From an optimization exercise on the open Yosys and OpenROAD flow, aimed at small area, a short achievable clock period and few clock cycles per item; shortcuts taken in it are not production practice. The RTL was checked by simulation tests, not by an equivalence proof against the original design.

==> inputs of job 837 <==
Design demosaic_rgb_stream, start of the top module:
module demosaic_rgb_stream (
    input  wire        clk,
    input  wire        rst,         
    input  wire        in_valid,
    output wire        in_ready,
    input  wire [79:0] in_col,      
    input  wire        in_last,     
    input  wire [15:0] max_val,     
    input  wire [4:0]  shift,       
    input  wire        row_odd,     
    output wire        out_valid,
    input  wire        out_ready,
    output reg  [15:0] out_r,
    output reg  [15:0] out_g,
    output reg  [15:0] out_b,
    output reg         out_last
);
export LEC_CHECK = 0
export ABC_AREA = 1
export CAP_MARGIN = 20
export CORE_MARGIN = 2
export CORE_UTILIZATION = 55
export SLEW_MARGIN = 20
create_clock -name core_clock -period 16.0 [get_ports {clk}]
run.sh (not shown) runs the stock make flow with config.mk's settings and CLKGATE_MAP_FILE= SYNTH_SCRIPT=/design/flow/synth_recipe.tcl, a recipe that flattens the netlist after the stock synthesis.
==> job 6511: changes against job 837 <==
==> flow/flow/run.sh (new file) <==
#!/bin/bash
set -euo pipefail
export SETUP_SLACK_MARGIN=11
export BUFFER_PORTS_ARGS="-buffer_cell sky130_fd_sc_hd__buf_1"
bash standard.sh > standard.log 2>&1
==> flow/standard.sh (new file) <==
#!/bin/bash
# synth_recipe.tcl (not shown) runs the flow's synth.tcl, then flattens the netlist and writes it again
# the make line also repeats each setting of config.mk as NAME=value (left out here)
make -C /OpenROAD-flow-scripts/flow DESIGN_CONFIG=/design/flow/config.mk WORK_HOME=/design/flow/orfs CLKGATE_MAP_FILE= SYNTH_SCRIPT=/design/flow/synth_recipe.tcl "${@:-finish}"
removed: flow/run.sh
==> job 3423: changes against job 837 <==
==> flow/flow/run.sh (new file) <==
#!/bin/bash
set -euo pipefail
export SETUP_SLACK_MARGIN=11
bash standard.sh > standard.log 2>&1
==> flow/standard.sh (new file) <==
#!/bin/bash
# synth_recipe.tcl (not shown) runs the flow's synth.tcl, then flattens the netlist and writes it again
# the make line also repeats each setting of config.mk as NAME=value (left out here)
make -C /OpenROAD-flow-scripts/flow DESIGN_CONFIG=/design/flow/config.mk WORK_HOME=/design/flow/orfs CLKGATE_MAP_FILE= SYNTH_SCRIPT=/design/flow/synth_recipe.tcl "${@:-finish}"
removed: flow/run.sh
==> impl_metrics.prom <==
# TYPE chip_impl_metric gauge
chip_impl_metric{name="p_comb_share",unit="%"} 64.1
chip_impl_metric{name="wire_length_of_the_first_global_routing_pass",unit="um"} 121800
chip_impl_info{name="holdPathEnd",value="w3_q[16]"} 1
chip_impl_metric{name="route.met3.wl",unit="um"} 4872
chip_impl_metric{name="signal_buffers",unit=""} 184
chip_impl_info{name="run_status",value="finished clean"} 1
chip_impl_metric{name="num-nonclk-inverters",unit=""} 504
chip_impl_metric{name="place.detailed.hpwl",unit="um"} 61360
chip_impl_metric{name="antenna_cells",unit=""} 0
chip_impl_info{name="cpLargestDelayFamily",value="buffers and inverters"} 1
chip_impl_metric{name="global_route.usage.met1",unit="%"} 39.81
chip_impl_metric{name="routedLengthMet1",unit="um"} 33450
-- figures above: job 837

==> impl_metrics.prom <==
# TYPE chip_impl_metric gauge
chip_impl_metric{name="wire_length_of_the_first_global_routing_pass",unit="um"} 129500
chip_impl_metric{name="routedLengthMet1",unit="um"} 34980
chip_impl_info{name="cpLargestDelayFamily",value="compound AO/OA/AOI/OAI gates"} 1
chip_impl_metric{name="wl_per_cell",unit="um"} 20.23
chip_impl_info{name="run_status",value="finished clean"} 1
chip_impl_info{name="holdPathEnd",value="w3_q[16]"} 1
chip_impl_metric{name="antenna_cells",unit=""} 1
chip_impl_metric{name="signal_buffers",unit=""} 303
chip_impl_metric{name="place.detailed.hpwl",unit="um"} 61350
chip_impl_metric{name="p_comb_share",unit="%"} 68.0
chip_impl_metric{name="global_route.usage.met1",unit="%"} 41.51
chip_impl_metric{name="num-nonclk-inverters",unit=""} 505
chip_impl_metric{name="route.met3.wl",unit="um"} 5288
-- figures above: job 3423

==> impl_metrics.prom <==
# TYPE chip_impl_metric gauge
chip_impl_info{name="run_status",value="finished clean"} 1
chip_impl_metric{name="global_route.usage.met1",unit="%"} 40.62
chip_impl_metric{name="routedLengthMet1",unit="um"} 34670
chip_impl_info{name="holdPathEnd",value="w3_q[11]"} 1
chip_impl_metric{name="route.met3.wl",unit="um"} 5219
chip_impl_info{name="cpLargestDelayFamily",value="compound AO/OA/AOI/OAI gates"} 1
chip_impl_metric{name="antenna_cells",unit=""} 1
chip_impl_metric{name="place.detailed.hpwl",unit="um"} 61440
chip_impl_metric{name="p_comb_share",unit="%"} 67.5
-- figures above: job 6511

Testbench counts of job 837, summed over its fixed seeds: cycles 31,202, pixels 30,610.
Testbench counts of job 6511, summed over its fixed seeds: cycles 31,202, pixels 30,610.
Testbench counts of job 3423, summed over its fixed seeds: cycles 31,202, pixels 30,610.

==> what the ideal ports hide <==
The flow's constraints put no driver on any port. The routed layouts listed below were extracted and timed again, unchanged, in two steps. Step 1 (the two cells are an assumption about what drives the block):
set clk [get_ports {clk}]
set_driving_cell -lib_cell sky130_fd_sc_hd__clkbuf_16 $clk
set_driving_cell -lib_cell sky130_fd_sc_hd__buf_2 [delete_from_list [all_inputs] $clk]
Step 2 adds t to the input delays and takes it off the output delays; t is the mean of the earliest and latest rising clock arrival at the registers after step 1. Input paths then give back, and output paths get back, about the clock's delay inside the block. a / b / c = ideal / step 1 / step 2; a / b = the first two.
| run | shift t [ns] | setup WS [ns] | slew at the worst register clock pin (ns) | worst slew at a driven data input, ns |
|---|---|---|---|---|
| job 837 | 0.637 | 9.559 / 9.601 / 8.964 | 0.06 / 0.06 | 0.05 |
| job 6511 | 0.637 | 11.015 / 11.015 / 10.378 | 0.07 / 0.07 | 0.06 |
| job 3423 | 0.647 | 10.928 / 10.962 / 10.314 | 0.07 / 0.07 | 0.05 |
After both steps every run listed still meets setup and hold. For job 6511, which loses most, drivers alone change the setup slack by 0.000 ns; drivers and shift together by -0.637 ns.
